This is an optimization exercise on Yosys and OpenROAD, whose aim is small area, a short achievable clock period and few clock cycles, not a production implementation.
The RTL was checked by simulation tests, not by an equivalence proof against the original design.
No activity file was given, so power comes from the tool's default toggle rates.

==> flow/design.v (excerpt) <==
module ascii_codec (
    input  wire        clk,
    input  wire        rst,
    input  wire        cmd_valid,
    output wire        cmd_ready,
    input  wire [1:0]  cmd_op,
    input  wire [15:0] cmd_len,
    input  wire        in_valid,
    output wire        in_ready,
    input  wire [7:0]  in_data,
    output wire        out_valid,
    input  wire        out_ready,
    output wire [7:0]  out_data,
    output wire        done,
    output wire [7:0]  err_code
);
export LEC_CHECK = 0
export CAP_MARGIN = 20
export CORE_MARGIN = 2
export CORE_UTILIZATION = 40
export SLEW_MARGIN = 20
create_clock -name core_clock -period 28.0 [get_ports {clk}]
standard.sh (not shown) runs the stock make flow with config.mk's settings and CLKGATE_MAP_FILE= SYNTH_SCRIPT=/design/flow/synth_recipe.tcl, a recipe that flattens the netlist after the stock synthesis.
==> flow/flow/run.sh <==
#!/bin/bash
# The standard layout, with these changes to how it is made (the SDC, clock
# period and every other setting are the design's):
#  - every port still gets a buffer, but a plain buf_2 rather than the slow
#    delay buffer buffer_ports picks by default;
#  - the repair steps aim for extra setup slack, and may resize a cell to
#    any drive strength (not only ones with the same footprint).
set -euo pipefail
bash standard.sh "BUFFER_PORTS_ARGS=-buffer_cell sky130_fd_sc_hd__buf_2" \
    SETUP_SLACK_MARGIN=21.35 MATCH_CELL_FOOTPRINT=0 finish > standard_flow.log 2>&1
Testbench counts at the start, summed over its fixed seeds: cycles 65,816.
==> next run, changes <==
--- a/flow/design.v
+++ b/flow/design.v
@@ -46,21 +46,21 @@
     reg [2:0]  occ;
     reg        ov;               
     reg        sh;               
     assign cmd_ready = cmd_rdy;
     assign in_ready  = in_rdy;
     assign out_valid = ov;
     assign out_data  = ob0;
     assign done      = done_r;
     assign err_code  = {3'b000, e4, 2'b00, e1, e0};
     wire in_fire  = in_valid & in_rdy;
-    wire fire     = ov & out_ready;
+    wire fire     = (occ != 3'd0) & out_ready;    
     wire [15:0] rem_dec = rem - 16'd1;
     wire        rem_z   = (rem == 16'd0);
     wire        rem_1   = (rem == 16'd1);
     wire [15:0] rem_nx  = in_fire ? rem_dec : rem;
     wire        rem_nz_nx = in_fire ? !rem_1 : !rem_z;
     wire can_push = (occ[2:1] == 2'b00);        
     wire [7:0] c = f0;
     wire is_ws = (c == 8'h09) || (c == 8'h0A) || (c == 8'h0C) || (c == 8'h0D) || (c == 8'h20);
     reg       is_hex;
     reg [3:0] hex_val;
Result: Setup slack got worse by 0.064 ns. Design area fell by 1.3%. Power rose by 46%. Clock skew barely changes. Combinational power rose by 120%. Synthesized area fell by 2.5%.
Testbench counts after the change, summed over its fixed seeds: cycles 65,816.

--- another note on this design; it stands on its own ---

Design ascii_codec, start of the top module:
module ascii_codec (
    input  wire        clk,
    input  wire        rst,
    input  wire        cmd_valid,
    output wire        cmd_ready,
    input  wire [1:0]  cmd_op,
    input  wire [15:0] cmd_len,
    input  wire        in_valid,
    output wire        in_ready,
    input  wire [7:0]  in_data,
    output wire        out_valid,
    input  wire        out_ready,
    output wire [7:0]  out_data,
    output wire        done,
    output wire [7:0]  err_code
);
==> flow/config.mk <==
export PLATFORM = sky130hd
export DESIGN_NAME = ascii_codec
export DESIGN_NICKNAME = ascii_codec
export VERILOG_FILES = /design/flow/design.v
export SDC_FILE = /design/flow/constraint.sdc
export NUM_CORES = 4
export LEC_CHECK = 0
export CAP_MARGIN = 20
export CORE_MARGIN = 2
export CORE_UTILIZATION = 40
export SLEW_MARGIN = 20
==> flow/constraint.sdc <==
create_clock -name core_clock -period 28.0 [get_ports {clk}]
set_input_delay 5.6000 -clock core_clock [delete_from_list [all_inputs] [get_ports {clk}]]
set_output_delay 5.6000 -clock core_clock [all_outputs]
set_load 0.01 [all_outputs]
standard.sh (not shown) runs the stock make flow with config.mk's settings and CLKGATE_MAP_FILE= SYNTH_SCRIPT=/design/flow/synth_recipe.tcl, a recipe that flattens the netlist after the stock synthesis.
==> flow/flow/run.sh <==
#!/bin/bash
# The standard layout, with these changes to how it is made (the SDC, clock
# period and every other setting are the design's):
#  - every port still gets a buffer, but a plain buf_2 rather than the slow
#    delay buffer buffer_ports picks by default;
#  - the repair steps aim for extra setup slack, and may resize a cell to
#    any drive strength (not only ones with the same footprint).
set -euo pipefail
bash standard.sh "BUFFER_PORTS_ARGS=-buffer_cell sky130_fd_sc_hd__buf_2" \
    SETUP_SLACK_MARGIN=22.5 MATCH_CELL_FOOTPRINT=0 finish > standard_flow.log 2>&1
The starting point passed the timing, DRC and antenna checks.
Testbench counts at the start, summed over its fixed seeds: cycles 65,816.
Then changed:
--- a/flow/flow/run.sh
+++ b/flow/flow/run.sh
@@ -10 +10 @@
-    SETUP_SLACK_MARGIN=22.5 MATCH_CELL_FOOTPRINT=0 finish > standard_flow.log 2>&1
+    SETUP_SLACK_MARGIN=21.35 MATCH_CELL_FOOTPRINT=0 finish > standard_flow.log 2>&1
Core utilization goes down by 7.9 points.
Combinational power decreases by about 30%.
Worst hold slack degrades by 0.0043 ns.
Via count fell by about 7%.
Synthesized cell count is unchanged.
Cell area falls by about 15%.
Power is lower by about 17%.
First-iteration DRC count came out higher by 1.7%.
Register-to-register slack gets worse by 0.39 ns.
Routed wire length goes down by 11%.

what the ideal ports hide:
How much do the figures lean on ideal ports? The routed layouts below were timed once more, with nothing changed but the port constraints. Step 1 assumes that a clkbuf_16 drives the clock port and a buf_2 every other input. Step 2 also shifts input and output timing later by t, the mid clock arrival at the registers, as if the neighbouring blocks saw the same clock. Three values: ideal ports, drivers, drivers and shift; two values: the first two.
| run | t, ns | setup slack, ns | worst setup path at the end | latest minus earliest clock arrival (ns) | worst slew at a driven data input, ns |
|---|---|---|---|---|---|
| the first run of note 1 | 0.484 | 21.420 / 21.370 / 21.154 | input to register | 0.013 / 0.013 | 0.05 |
| the second run of note 1 | 0.494 | 21.355 / 21.305 / 21.110 | input to register | 0.015 / 0.014 | 0.05 |
| the first run of note 2 | 0.512 | 21.384 / 21.331 / 21.106 | input to register | 0.013 / 0.013 | 0.06 |
| the second run of note 2 | 0.492 | 21.360 / 21.322 / 20.896 | input to register | 0.016 / 0.015 | 0.04 |
After both steps every run listed still meets setup and hold. For the second run of note 2, which loses most, drivers alone change the setup slack by -0.038 ns; drivers and shift together by -0.464 ns.
